This design comes from an exercise in tuning for small area, a short achievable clock period and few clock cycles on the open sky130 flow, not from production work.
The RTL was checked by simulation tests, not by an equivalence proof against the original design.
Power is estimated from default activity; no workload was simulated.

==> job 7956 <==
## mbcore
module mbcore (
    input  wire        clk,
    input  wire        rst,           
    input  wire        req_valid,
    input  wire        req_write,
    input  wire        req_wide,      
    input  wire [23:0] req_addr,
    input  wire [31:0] req_wdata,
    output wire        rsp_valid,
    output wire [31:0] rsp_rdata,
    output wire        rsp_err
);
export LEC_CHECK = 0
export CAP_MARGIN = 20
export CORE_MARGIN = 2
export CORE_UTILIZATION = 30
export SETUP_SLACK_MARGIN = 5.0
export SLEW_MARGIN = 20
create_clock -name core_clock -period 10.0 [get_ports {clk}]
run.sh (not shown) runs the stock make flow with config.mk's settings and CLKGATE_MAP_FILE= SYNTH_SCRIPT=/design/flow/synth_recipe.tcl, a recipe that flattens the netlist after the stock synthesis.
==> job 2670 (differences from job 7956) <==
--- a/flow/config.mk
+++ b/flow/config.mk
@@ -9,4 +9,3 @@
 export CORE_MARGIN = 2
 export CORE_UTILIZATION = 30
-export SETUP_SLACK_MARGIN = 5.0
 export SLEW_MARGIN = 20
==> notes <==
Of job 2670 and job 7956, job 7956 has the higher maximum frequency (gap 26%, measured against job 7956). In job 7956 the non-clock buffer count is higher than in job 2670, by 392. Between job 7956 and job 2670, the lower via count is in job 2670 (gap about 3%, measured against job 2670). Of job 2670 and job 7956, job 7956 has the higher clock skew (gap 0.0028 ns). Of job 2670 and job 7956, job 7956 has the higher power (gap 4.9%, measured against job 7956). Synthesized cell count is the same in job 2670 and job 7956. Between job 7956 and job 2670, the lower clock-buffer cell count is in job 7956 (gap 2). In job 2670 the global-route usage is lower than in job 7956, by 2.2 points.
Testbench counts of job 7956, summed over its fixed seeds: cycles 16,227.
Testbench counts of job 2670, summed over its fixed seeds: cycles 16,227.

* * *

==> job 504 <==
mbcore, a different RTL version from the one above (not shown whole).
make LEC_CHECK=0 CAP_MARGIN=20 CORE_MARGIN=2 CORE_UTILIZATION=40 CTS_BUF_LIST=sky130_fd_sc_hd__clkbuf_8 CTS_CLUSTER_DIAMETER=50 CTS_CLUSTER_SIZE=12 SETUP_SLACK_MARGIN=5.0 SLEW_MARGIN=20 TNS_END_PERCENT=10 finish   # period 10.0 ns
==> job 281: changes against job 504 <==
--- a/flow/design.v
+++ b/flow/design.v
@@ -51,11 +51,10 @@
     reg        s_ok;               
     reg [1:0]  s_rgn;
     reg [4:0]  s_idx;
     reg        sl_pend;            
     reg        sl_err, sl_wr, sl_wide;
-    reg        sl_noresp;          
     reg [1:0]  sl_bsel;
     reg        resp_q, err_q;
     reg        busy;
     reg [4:0]  cur, last;
     wire f_mid0  = (req_addr[19:7] == 13'd0);
@@ -64,20 +63,19 @@
     wire f_isin  = (req_addr[23:20] == 4'h1) && f_mid0;
     wire f_isout = (req_addr[23:20] == 4'h2) && f_mid0;
     wire f_ok    = (f_isreg && req_wide && f_al) ||
                    ((f_isin || (f_isout && !req_write)) && (!req_wide || f_al));
     wire idle_q  = !sl_pend && !resp_q;
-    wire can_lat = !(sl_pend && !sl_noresp) && !resp_q;
     wire f_z     = (req_addr[23:22] == 2'b00) && f_mid0;
     wire p_match = (req_addr[21:20] == p_rgn) && (req_addr[6:2] == p_idx);
     wire hit     = req_valid && !req_write && pv && f_z && p_match &&
                    (req_wide ? f_al : (p_win && (req_addr[1:0] == p_boff)));
     wire f_okw   = f_z && (((req_addr[21:20] == 2'd0) && !req_addr[6] && !(req_addr[5] && req_addr[4] && req_addr[3]) &&
                             req_wide && f_al) ||
                            ((req_addr[21:20] == 2'd1) && (!req_wide || f_al)));
     wire fast_w  = req_valid && req_write && f_okw && !busy && idle_q;
-    wire miss    = req_valid && !hit && !fast_w && can_lat;
+    wire miss    = req_valid && !hit && !fast_w && idle_q;
     wire adv     = hit && (req_wide || (p_boff == 2'b11));
     wire bstep   = hit && !adv;
     assign rsp_valid = hit || fast_w || resp_q;
     assign rsp_err   = err_q;
     wire   sel_w     = req_wide || resp_q;
@@ -91,14 +89,11 @@
     wire [1:0]  acc_bs  = sl_wx ? sl_bsel : req_addr[1:0];
     wire        acc_wd  = sl_wx ? sl_wide : req_wide;
     wire [31:0] acc_dat = sl_wx ? d       : req_wdata;
     wire acc_reg = acc_en && (acc_rgn == RG_REG);
     wire acc_in  = acc_en && (acc_rgn == RG_IN);
-    wire cw_wr   = acc_reg && (acc_idx == 5'd0);
-    reg  fresh_q;
-    wire defer   = cw_wr && fast_w && !fresh_q;
-    wire exec    = cw_wr && !defer;
+    wire exec    = acc_reg && (acc_idx == 5'd0);
     wire [7:0] c_x   = acc_dat[31:24];
     wire [7:0] c_y   = acc_dat[23:16];
     wire [3:0] c_rsv = acc_dat[15:12];
     wire [3:0] c_w   = acc_dat[11:8];
     wire [7:0] c_op  = acc_dat[7:0];
@@ -118,58 +113,46 @@
                    !(is_wfb || is_bfw || is_pack || is_unpk || is_unpks || is_dec || is_enc || is_val || is_exb) ||
                    (is_wfb && !w0) ||
                    (is_bfw && (!x0 || !y0 || w0 || (c_w > 4'd4))) ||
                    ((is_pack || is_unpks || is_dec || is_enc || is_val) && (!x0 || !y0 || !w0)) ||
                    ((is_unpk || is_exb) && (!y0 || !w0));
+    wire reads_in = is_pack || is_unpks || is_dec || is_enc || is_val;
+    wire n_big    = (in_len[31:8] != 24'd0) || (in_len[7] && (in_len[6:0] != 7'd0));
     wire [7:0] n  = in_len[7:0];           
-    wire [31:0] nx_len = (acc_reg && (acc_idx == 5'd5)) ? acc_dat : in_len;
-    wire [7:0]  nx_fc  = (acc_reg && (acc_idx == 5'd4)) ? acc_dat[7:0] : hin1[7:0];
-    wire [7:0]  nx_n   = nx_len[7:0];
-    wire        nx_big = (nx_len[31:8] != 24'd0) || (nx_len[7] && (nx_len[6:0] != 7'd0));
-    wire        nx_multi = (nx_fc == 8'h0F) || (nx_fc == 8'h10);
-    wire        nx_sup   = (nx_fc == 8'h01) || (nx_fc == 8'h02) || (nx_fc == 8'h03) || (nx_fc == 8'h04) ||
-                           (nx_fc == 8'h05) || (nx_fc == 8'h06) || nx_multi;
-    reg  pack_bad;
-    integer k;
-    always @(*) begin
-        pack_bad = 1'b0;
-        for (k = 0; k < 128; k = k + 1)
-            if ((k < nx_n) && (in_w[k / 4][31 - 8 * (k % 4) -: 7] != 7'd0))
-                pack_bad = 1'b1;
-    end
-    reg q_big, q_pack_bad, q_dec_bad, q_unpks_big, q_enc_big, q_vshort, q_fc7;
-    always @(posedge clk) begin
-        fresh_q     <= !acc_in && !rst;
-        q_big       <= nx_big;
-        q_pack_bad  <= pack_bad;
-        q_dec_bad   <= (nx_n < 8'd8) || ({9'd0, nx_n} < {1'b0, in_w[1][31:16]} + 17'd6);
-        q_unpks_big <= (nx_n > 8'd16);
-        q_enc_big   <= (nx_n > 8'd120);
-        q_vshort    <= nx_sup && (nx_n < (nx_multi ? 8'd5 : 8'd4));
-        q_fc7       <= nx_fc[7];
-    end
     wire [32:0] bfw_sum = {1'b0, a} + {1'b0, b};
     wire ovf1 = (bfw_sum[32:8]  != 25'd0);
     wire ovf2 = (bfw_sum[32:16] != 17'd0);
     wire ovf3 = (bfw_sum[32:24] != 9'd0);
     wire ovf4 = bfw_sum[32];
     wire bfw_ovf = (c_w == 4'd1) ? ovf1 : (c_w == 4'd2) ? ovf2 : (c_w == 4'd3) ? ovf3 : ovf4;
+    reg pack_bad;
+    integer k;
+    always @(*) begin
+        pack_bad = 1'b0;
+        for (k = 0; k < 128; k = k + 1)
+            if ((k < n) && (in_w[k / 4][31 - 8 * (k % 4) -: 7] != 7'd0))
+                pack_bad = 1'b1;
+    end
     wire [4:0] pack_m = n[7:3] + {4'd0, (n[2:0] != 3'd0)};
     wire [7:0]  in0 = in_w[0][31:24], in1 = in_w[0][23:16], in2 = in_w[0][15:8], in3 = in_w[0][7:0];
     wire [7:0]  in4 = in_w[1][31:24];
     wire [15:0] dec_l   = in_w[1][31:16];
+    wire        dec_bad = (n < 8'd8) || ({9'd0, n} < {1'b0, dec_l} + 17'd6);
     wire [6:0]  dec_d   = (dec_l >= 16'd2) ? dec_l[6:0] - 7'd2 : 7'd0;    
+    wire enc_big   = (n > 8'd120);
+    wire unpks_big = (n > 8'd16);
     wire [7:0] fc          = hin1[7:0];
     wire       exb_badcode = (c_x < 8'd1) || (c_x > 8'd3);
     wire [15:0] v_wa     = {in0, in1};
     wire [15:0] v_q      = {in2, in3};
     wire [7:0]  v_bc     = in4;
     wire [16:0] v_start  = {1'b0, v_wa} + 17'd1;
     wire [17:0] v_end    = {1'b0, v_start} + {2'b00, v_q} - 18'd1;
     wire        v_multi  = (fc == 8'h0F) || (fc == 8'h10);
     wire        v_supported = (fc == 8'h01) || (fc == 8'h02) || (fc == 8'h03) || (fc == 8'h04) ||
                               (fc == 8'h05) || (fc == 8'h06) || v_multi;
+    wire        v_short  = n < (v_multi ? 8'd5 : 8'd4);
     wire        v_start_ok = (v_start <= 17'd249);
     wire        v_range_ok = v_start_ok && (v_end >= 18'd1) && (v_end <= 18'd249);
     wire        v_single = (fc == 8'h05) || (fc == 8'h06);
     wire        v_addr_ok = v_single ? v_start_ok : v_range_ok;
     wire        v_payload = ({1'b0, n} >= 9'd5 + {1'b0, v_bc});
@@ -189,20 +172,20 @@
         endcase
     end
     wire [1:0]  v_verdict = !v_supported ? 2'd1 :
                             !v_addr_ok   ? 2'd2 :
                             !v_value_ok  ? 2'd3 : 2'd0;
-    wire [2:0] s_bfw    = bfw_ovf ? ST_ENC_OVF : ST_OK;
-    wire       ok_pack  = !q_big && !q_pack_bad;
-    wire       ok_unpks = !q_big && !q_unpks_big;
-    wire       ok_dec   = !q_big && !q_dec_bad;
-    wire       ok_enc   = !q_big && !q_enc_big;
-    wire       ok_val   = !q_big && !q_vshort;
-    wire       ok_exb   = !exb_badcode && !q_fc7;
-    wire [2:0] s_dec    = q_big ? ST_ILL_OPND : q_dec_bad ? ST_MALFORM : ST_OK;
-    wire [2:0] s_vl     = q_big ? ST_ILL_OPND : q_vshort ? ST_SHORT : ST_OK;
-    wire [2:0] s_exb    = exb_badcode ? ST_ILL_OPND : q_fc7 ? ST_ENC_OVF : ST_OK;
+    wire [2:0] s_bfw   = bfw_ovf ? ST_ENC_OVF : ST_OK;
+    wire       ok_pack = !n_big && !pack_bad;
+    wire       ok_unpks = !n_big && !unpks_big;
+    wire       ok_dec  = !n_big && !dec_bad;
+    wire       ok_enc  = !n_big && !enc_big;
+    wire       ok_val  = !n_big && !(v_supported && v_short);
+    wire       ok_exb  = !exb_badcode && !fc[7];
+    wire [2:0] s_dec   = n_big ? ST_ILL_OPND : dec_bad ? ST_MALFORM : ST_OK;
+    wire [2:0] s_vl    = n_big ? ST_ILL_OPND : (v_supported && v_short) ? ST_SHORT : ST_OK;
+    wire [2:0] s_exb   = exb_badcode ? ST_ILL_OPND : fc[7] ? ST_ENC_OVF : ST_OK;
     reg  [2:0] st_op;
     always @(*) begin
         case (c_op)
             OP_BFW:   st_op = s_bfw;
             OP_PACK:  st_op = ok_pack  ? ST_OK : ST_ILL_OPND;
@@ -257,13 +240,10 @@
     end
     wire [7:0] e_op = cw[7:0];
     wire [7:0] e_x  = cw[31:24];
     wire [3:0] e_w  = cw[11:8];
     reg  [4:0]  ra_q, wi_q;
-    reg         wv_q;
-    reg  [4:0]  wi_q2;
-    reg  [31:0] wbus_q;
     wire [31:0] in_rd = in_w[ra_q];
     wire [127:0] pk;
     genvar g;
     generate
         for (g = 0; g < 128; g = g + 1) begin : g_pk
@@ -331,15 +311,12 @@
             wi_nx = cur_nx[0] ? 5'd0 : 5'd31;
         else
             wi_nx = cur_nx;
     end
     always @(posedge clk) begin
-        ra_q   <= busy_nx ? ra_nx : s_idx;
-        wi_q   <= wi_nx;
-        wv_q   <= busy && !rst;
-        wi_q2  <= wi_q;
-        wbus_q <= wbus;
+        ra_q <= busy_nx ? ra_nx : s_idx;
+        wi_q <= wi_nx;
     end
     function [4:0] e_pos(input [4:0] w);
         begin
             if (e_hi)
                 e_pos = (w >= 5'd30) ? w - 5'd30 : w + 5'd2;
@@ -350,20 +327,19 @@
         end
     endfunction
     wire       s_h   = (s_rgn == RG_REG) && ((s_idx == 5'd8) || (s_idx == 5'd9));
     wire [4:0] out_ra = (s_rgn == RG_OUT) ? s_idx :
                         s_h ? {{4{h_mode == H_HI}}, (s_idx == 5'd9)} : 5'd31;
-    wire [31:0] out_rd_m = out_w[out_ra];
-    wire [31:0] out_rd = (wv_q && (wi_q2 == out_ra)) ? wbus_q : out_rd_m;
+    wire [31:0] out_rd = out_w[out_ra];
     reg [31:0] r_val;
     always @(*) begin
         case (r_mode)
             R_WFB:   r_val = {16'd0, cw[31:16]};
             R_BFW:   r_val = busy ? e_sum : out_rd;
             R_LEN:   r_val = {24'd0, out_len};
             R_LEN8:  r_val = {24'd0, out_len + 8'd8};
-            R_VAL:   r_val = {30'd0, exec_q ? v_verdict : v_verd};
+            R_VAL:   r_val = {30'd0, v_verd};
             R_EXB:   r_val = {24'd0, cw[31:24]};
             default: r_val = 32'd0;
         endcase
     end
     reg [31:0] reg_rd;
@@ -411,16 +387,10 @@
             end else if (s_idx == 5'd13)
                 sn_ok = 1'b0;
         end else if (s_idx == 5'd31)
             sn_ok = 1'b0;
     end
-    reg exec_q;
-    always @(posedge clk) begin
-        exec_q <= exec && !rst;
-        if (exec_q)
-            v_verd <= v_verdict;        
-    end
     always @(posedge clk) begin
         if (rst) begin
             cw <= 32'd0; a <= 32'd0; b <= 32'd0; hin0 <= 32'd0; hin1 <= 32'd0; in_len <= 32'd0;
             st <= 3'd0; r_mode <= R_ZERO; h_mode <= H_ZERO; out_len <= 8'd0;
             busy <= 1'b0;
@@ -438,10 +408,11 @@
             end
             if (exec) begin
                 st <= st_n;
                 r_mode  <= ok ? rm_n : R_ZERO;
                 h_mode  <= ok ? hm_n : H_ZERO;
+                v_verd  <= v_verdict;
                 out_len <= ok ? olen_n  : 8'd0;
                 cur  <= 5'd0;
                 last <= nwords[4:0] - 5'd1;
                 busy <= ok && (nwords != 6'd0);
             end else if (busy) begin
@@ -452,11 +423,11 @@
         end
     end
     always @(posedge clk) begin
         if (rst) begin
             pv <= 1'b0; s_ok <= 1'b0;
-            sl_pend <= 1'b0; sl_noresp <= 1'b0; resp_q <= 1'b0; err_q <= 1'b0;
+            sl_pend <= 1'b0; resp_q <= 1'b0; err_q <= 1'b0;
         end else begin
             resp_q <= 1'b0;
             err_q  <= 1'b0;
             if (exec) begin
                 pv <= 1'b1; p_rgn <= RG_REG; p_idx <= 5'd6; p_win <= 1'b0; p_boff <= 2'd0;
@@ -465,27 +436,14 @@
             end else if (acc_en) begin
                 pv <= 1'b0;
             end
             if (sl_wx) begin
                 sl_pend <= 1'b0;
-                resp_q  <= !sl_noresp;
-            end
-            if (defer) begin
-                pv <= 1'b0;
-                sl_pend   <= 1'b1;
-                sl_noresp <= 1'b1;
-                sl_err    <= 1'b0;
-                sl_wr     <= 1'b1;
-                sl_wide   <= 1'b1;
-                sl_bsel   <= 2'd0;
-                s_rgn     <= RG_REG;
-                s_idx     <= 5'd0;
-                d         <= req_wdata;
+                resp_q  <= 1'b1;
             end else if (miss) begin
                 pv <= 1'b0;
                 sl_pend <= 1'b1;
-                sl_noresp <= 1'b0;
                 sl_err  <= !f_ok;
                 sl_wr   <= req_write;
                 sl_wide <= req_wide;
                 sl_bsel <= req_addr[1:0];
                 s_rgn   <= req_addr[21:20];
@@ -530,11 +488,11 @@
             end
         end
         for (g = 0; g < 32; g = g + 1) begin : g_out
             reg  [31:0] q;
             always @(posedge clk)
-                if (wv_q && (wi_q2 == g))
-                    q <= wbus_q;
+                if (busy && (wi_q == g))
+                    q <= wbus;
             assign out_w[g] = q;
         end
     endgenerate
 endmodule
==> flow/flow/run.sh (new file) <==
#!/bin/bash
# The standard layout (bash standard.sh), with two changes to how it is made:
# - the port buffers are buf_4 (the default pick, clkdlybuf4s50_1, is a slow delay cell);
# - timing repair does not clone gates (clones have left max-slew violations).
set -euo pipefail
export BUFFER_PORTS_ARGS="-buffer_cell sky130_fd_sc_hd__buf_4"
export SKIP_GATE_CLONING=1
bash standard.sh > standard_flow.log 2>&1
==> flow/standard.sh (new file) <==
#!/bin/bash
# synth_recipe.tcl (not shown) runs the flow's synth.tcl, then flattens the netlist and writes it again
# the make line also repeats each setting of config.mk as NAME=value (left out here)
make -C /OpenROAD-flow-scripts/flow DESIGN_CONFIG=/design/flow/config.mk WORK_HOME=/design/flow/orfs CLKGATE_MAP_FILE= SYNTH_SCRIPT=/design/flow/synth_recipe.tcl "${@:-finish}"
Settings changed: CTS_CLUSTER_DIAMETER 50 to 60, CTS_CLUSTER_SIZE 12 to 15.
removed: flow/run.sh
==> job 6107: changes against job 504 <==
--- a/flow/design.v
+++ b/flow/design.v
@@ -49,10 +49,11 @@
     reg [31:0] d;
     reg [7:0]  db;                 
     reg        s_ok;               
     reg [1:0]  s_rgn;
     reg [4:0]  s_idx;
+    reg [4:0]  s_oidx;             
     reg        sl_pend;            
     reg        sl_err, sl_wr, sl_wide;
     reg        sl_noresp;          
     reg [1:0]  sl_bsel;
     reg        resp_q, err_q;
@@ -161,32 +162,38 @@
     wire [7:0] fc          = hin1[7:0];
     wire       exb_badcode = (c_x < 8'd1) || (c_x > 8'd3);
     wire [15:0] v_wa     = {in0, in1};
     wire [15:0] v_q      = {in2, in3};
     wire [7:0]  v_bc     = in4;
-    wire [16:0] v_start  = {1'b0, v_wa} + 17'd1;
-    wire [17:0] v_end    = {1'b0, v_start} + {2'b00, v_q} - 18'd1;
+    wire [16:0] v_end    = {1'b0, v_wa} + {1'b0, v_q};           
+    wire        v_payload = ({1'b0, n} >= 9'd5 + {1'b0, v_bc});
+    wire [15:0] v_bc_coils = (v_q + 16'd7) >> 3;
+    wire        v_q249   = (v_q >= 16'd1) && (v_q <= 16'd249);
+    reg vq_start, vq_range, vq_12, vq_34, vq_5, vq_f, vq_10;
+    always @(posedge clk) begin
+        vq_start <= (v_wa <= 16'd248);
+        vq_range <= (v_wa <= 16'd248) && (v_end >= 17'd1) && (v_end <= 17'd249);
+        vq_12    <= v_q249;
+        vq_34    <= (v_q >= 16'd1) && (v_q <= 16'd125);
+        vq_5     <= (v_q == 16'h0000) || (v_q == 16'hFF00);
+        vq_f     <= v_q249 && ({8'd0, v_bc} == v_bc_coils) && v_payload;
+        vq_10    <= (v_q >= 16'd1) && (v_q <= 16'd123) && ({8'd0, v_bc} == {v_q[14:0], 1'b0}) && v_payload;
+    end
     wire        v_multi  = (fc == 8'h0F) || (fc == 8'h10);
     wire        v_supported = (fc == 8'h01) || (fc == 8'h02) || (fc == 8'h03) || (fc == 8'h04) ||
                               (fc == 8'h05) || (fc == 8'h06) || v_multi;
-    wire        v_start_ok = (v_start <= 17'd249);
-    wire        v_range_ok = v_start_ok && (v_end >= 18'd1) && (v_end <= 18'd249);
     wire        v_single = (fc == 8'h05) || (fc == 8'h06);
-    wire        v_addr_ok = v_single ? v_start_ok : v_range_ok;
-    wire        v_payload = ({1'b0, n} >= 9'd5 + {1'b0, v_bc});
-    wire [15:0] v_bc_coils = (v_q + 16'd7) >> 3;
+    wire        v_addr_ok = v_single ? vq_start : vq_range;
     reg         v_value_ok;
     always @(*) begin
         case (fc)
-            8'h01, 8'h02: v_value_ok = (v_q >= 16'd1) && (v_q <= 16'd249);
-            8'h03, 8'h04: v_value_ok = (v_q >= 16'd1) && (v_q <= 16'd125);
-            8'h05:        v_value_ok = (v_q == 16'h0000) || (v_q == 16'hFF00);
+            8'h01, 8'h02: v_value_ok = vq_12;
+            8'h03, 8'h04: v_value_ok = vq_34;
+            8'h05:        v_value_ok = vq_5;
             8'h06:        v_value_ok = 1'b1;
-            8'h0F:        v_value_ok = (v_q >= 16'd1) && (v_q <= 16'd249) &&
-                                       ({8'd0, v_bc} == v_bc_coils) && v_payload;
-            8'h10:        v_value_ok = (v_q >= 16'd1) && (v_q <= 16'd123) &&
-                                       ({8'd0, v_bc} == {v_q[14:0], 1'b0}) && (v_q[15] == 1'b0) && v_payload;
+            8'h0F:        v_value_ok = vq_f;
+            8'h10:        v_value_ok = vq_10;
             default:      v_value_ok = 1'b0;
         endcase
     end
     wire [1:0]  v_verdict = !v_supported ? 2'd1 :
                             !v_addr_ok   ? 2'd2 :
@@ -348,12 +355,15 @@
             else
                 e_pos = w;
         end
     endfunction
     wire       s_h   = (s_rgn == RG_REG) && ((s_idx == 5'd8) || (s_idx == 5'd9));
-    wire [4:0] out_ra = (s_rgn == RG_OUT) ? s_idx :
-                        s_h ? {{4{h_mode == H_HI}}, (s_idx == 5'd9)} : 5'd31;
+    wire [4:0] out_ra = s_oidx;
+    function [4:0] oidx(input [1:0] rg, input [4:0] ix);
+        oidx = (rg == RG_OUT) ? ix :
+               ((ix == 5'd8) || (ix == 5'd9)) ? {{4{h_mode == H_HI}}, (ix == 5'd9)} : 5'd31;
+    endfunction
     wire [31:0] out_rd_m = out_w[out_ra];
     wire [31:0] out_rd = (wv_q && (wi_q2 == out_ra)) ? wbus_q : out_rd_m;
     reg [31:0] r_val;
     always @(*) begin
         case (r_mode)
@@ -459,11 +469,11 @@
             resp_q <= 1'b0;
             err_q  <= 1'b0;
             if (exec) begin
                 pv <= 1'b1; p_rgn <= RG_REG; p_idx <= 5'd6; p_win <= 1'b0; p_boff <= 2'd0;
                 d  <= {29'd0, st_n};
-                s_ok <= 1'b1; s_rgn <= RG_REG; s_idx <= 5'd7;
+                s_ok <= 1'b1; s_rgn <= RG_REG; s_idx <= 5'd7; s_oidx <= 5'd31;
             end else if (acc_en) begin
                 pv <= 1'b0;
             end
             if (sl_wx) begin
                 sl_pend <= 1'b0;
@@ -488,10 +498,11 @@
                 sl_wr   <= req_write;
                 sl_wide <= req_wide;
                 sl_bsel <= req_addr[1:0];
                 s_rgn   <= req_addr[21:20];
                 s_idx   <= req_addr[6:2];
+                s_oidx  <= oidx(req_addr[21:20], req_addr[6:2]);
                 d       <= req_wdata;
             end else if (sl_pend && !resp_q && sl_err) begin
                 sl_pend <= 1'b0;
                 resp_q  <= 1'b1;
                 err_q   <= 1'b1;
@@ -511,11 +522,11 @@
             end else if (adv) begin
                 pv    <= s_ok && !s_conflict && (s_rgn != RG_IN);
                 p_rgn <= s_rgn; p_idx <= s_idx; p_win <= (s_rgn != RG_REG); p_boff <= 2'd0;
                 d     <= s_val;
                 db    <= s_val[31:24];
-                s_ok  <= sn_ok; s_rgn <= sn_rgn; s_idx <= sn_idx;
+                s_ok  <= sn_ok; s_rgn <= sn_rgn; s_idx <= sn_idx; s_oidx <= oidx(sn_rgn, sn_idx);
             end
         end
     end
     generate
         for (g = 0; g < 32; g = g + 1) begin : g_in
==> flow/flow/run.sh (new file) <==
#!/bin/bash
# The standard layout (bash standard.sh), with three changes to how it is made:
# - the port buffers are buf_4 (the default pick, clkdlybuf4s50_1, is a slow delay cell);
# - timing repair does not clone gates (clones have left max-slew violations);
# - after global routing, repair_design runs once more to fix any max-slew or
#   max-capacitance violation that timing repair left (flow/post_grt.tcl).
set -euo pipefail
export BUFFER_PORTS_ARGS="-buffer_cell sky130_fd_sc_hd__buf_4"
export SKIP_GATE_CLONING=1
export POST_GLOBAL_ROUTE_TCL="$PWD/flow/post_grt.tcl"
bash standard.sh > standard_flow.log 2>&1
==> flow/flow/post_grt.tcl (new file) <==
# After global routing's timing repair: fix any max-slew / max-capacitance
# violation that repair left, then legalise and reroute the nets it touched.
puts "post_grt: repair_design after timing repair"
estimate_parasitics -global_routing
repair_design -slew_margin 30 -cap_margin 30 -verbose
global_route -start_incremental
detailed_placement
global_route -end_incremental
estimate_parasitics -global_routing
report_check_types -max_slew -max_capacitance -violators
==> flow/standard.sh (new file) <==
#!/bin/bash
# synth_recipe.tcl (not shown) runs the flow's synth.tcl, then flattens the netlist and writes it again
# the make line also repeats each setting of config.mk as NAME=value (left out here)
make -C /OpenROAD-flow-scripts/flow DESIGN_CONFIG=/design/flow/config.mk WORK_HOME=/design/flow/orfs CLKGATE_MAP_FILE= SYNTH_SCRIPT=/design/flow/synth_recipe.tcl "${@:-finish}"
Settings changed: CAP_MARGIN 20 to 30, CTS_CLUSTER_DIAMETER 50 to 60, CTS_CLUSTER_SIZE 12 to 15, SETUP_SLACK_MARGIN 5.0 to 4.8, SLEW_MARGIN 20 to 30.
removed: flow/run.sh
==> metrics.md <==
| Metric | Value |
|---|---|
| Status | `no timing/DRC/antenna violations` |
| Fillers | `~24000` |
| CTS sink count | `roughly 2300` |
| Share of the core filled with cells | `45.4%` |
| Multi-input gate area | `38900 um2` |
| Gate Count Post-Synth | `8726` |
| Pint | `roughly 14 mW` |
| Dpl ws | `3.12 ns` |
| Final worst slack | `~4.5 ns` |
| Simple-gate portion of the synthesized area | `12.4%` |
The numbers above come from job 281.

==> metrics.md <==
| Metric | Value |
|---|---|
| Multi-input gate area | `approximately 36000 um2` |
| Gate Count Post-Synth | `between 8000 and 9000` |
| Share of the core filled with cells | `roughly 45%` |
| Status | `no timing/DRC/antenna violations` |
| CTS sink count | `approximately 2400` |
| Simple-gate portion of the synthesized area | `between 10% and 20%` |
| Dpl ws | `about 3.6 ns` |
The numbers above come from job 6107.

==> metrics.md <==
| Metric | Value |
|---|---|
| Share of the core filled with cells | `46.5%` |
| Status | `no timing/DRC/antenna violations` |
| Final worst slack | `about 4.5 ns` |
| Fillers | `~24000` |
| Pint | `around 15 mW` |
| Simple-gate portion of the synthesized area | `between 10 and 15%` |
| Multi-input gate area | `39300 um2` |
The numbers above come from job 504.

Testbench counts of job 504, summed over its fixed seeds: cycles 16,227.
Testbench counts of job 281, summed over its fixed seeds: cycles 16,227.
Testbench counts of job 6107, summed over its fixed seeds: cycles 16,227.

==> separate check: timing with driven ports <==
The flow's constraints put no driver on any port. The routed layouts listed below were extracted and timed again, unchanged, in two steps.
Step 1: set_driving_cell puts a clkbuf_16 on clk and a buf_2 on each other input, an assumption about the parent block.
Step 2 also shifts input and output timing later by t, the mid clock arrival at the registers, as if the neighbouring blocks saw the same clock.
Slacks: ideal / step 1 / step 2; pairs: ideal / step 1.
run | t (ns) | setup slack, ns | worst slew at a driven data input, ns | pins driven straight from the clock port
job 7956 | 1.012 | 4.370 / 4.205 / 3.855 | 0.25 | 1
job 2670 | 1.004 | 2.367 / 2.341 / 1.988 | 0.24 | 1
job 504 | 1.194 | 4.499 / 4.474 / 3.366 | 0.09 | 1
job 281 | 1.146 | 4.535 / 4.535 / 3.675 | 0.06 | 1
job 6107 | 1.137 | 4.474 / 4.474 / 3.544 | 0.13 | 1
After both steps every run listed still meets setup and hold. For job 504, which loses most, drivers alone change the setup slack by -0.025 ns; drivers and shift together by -1.133 ns.
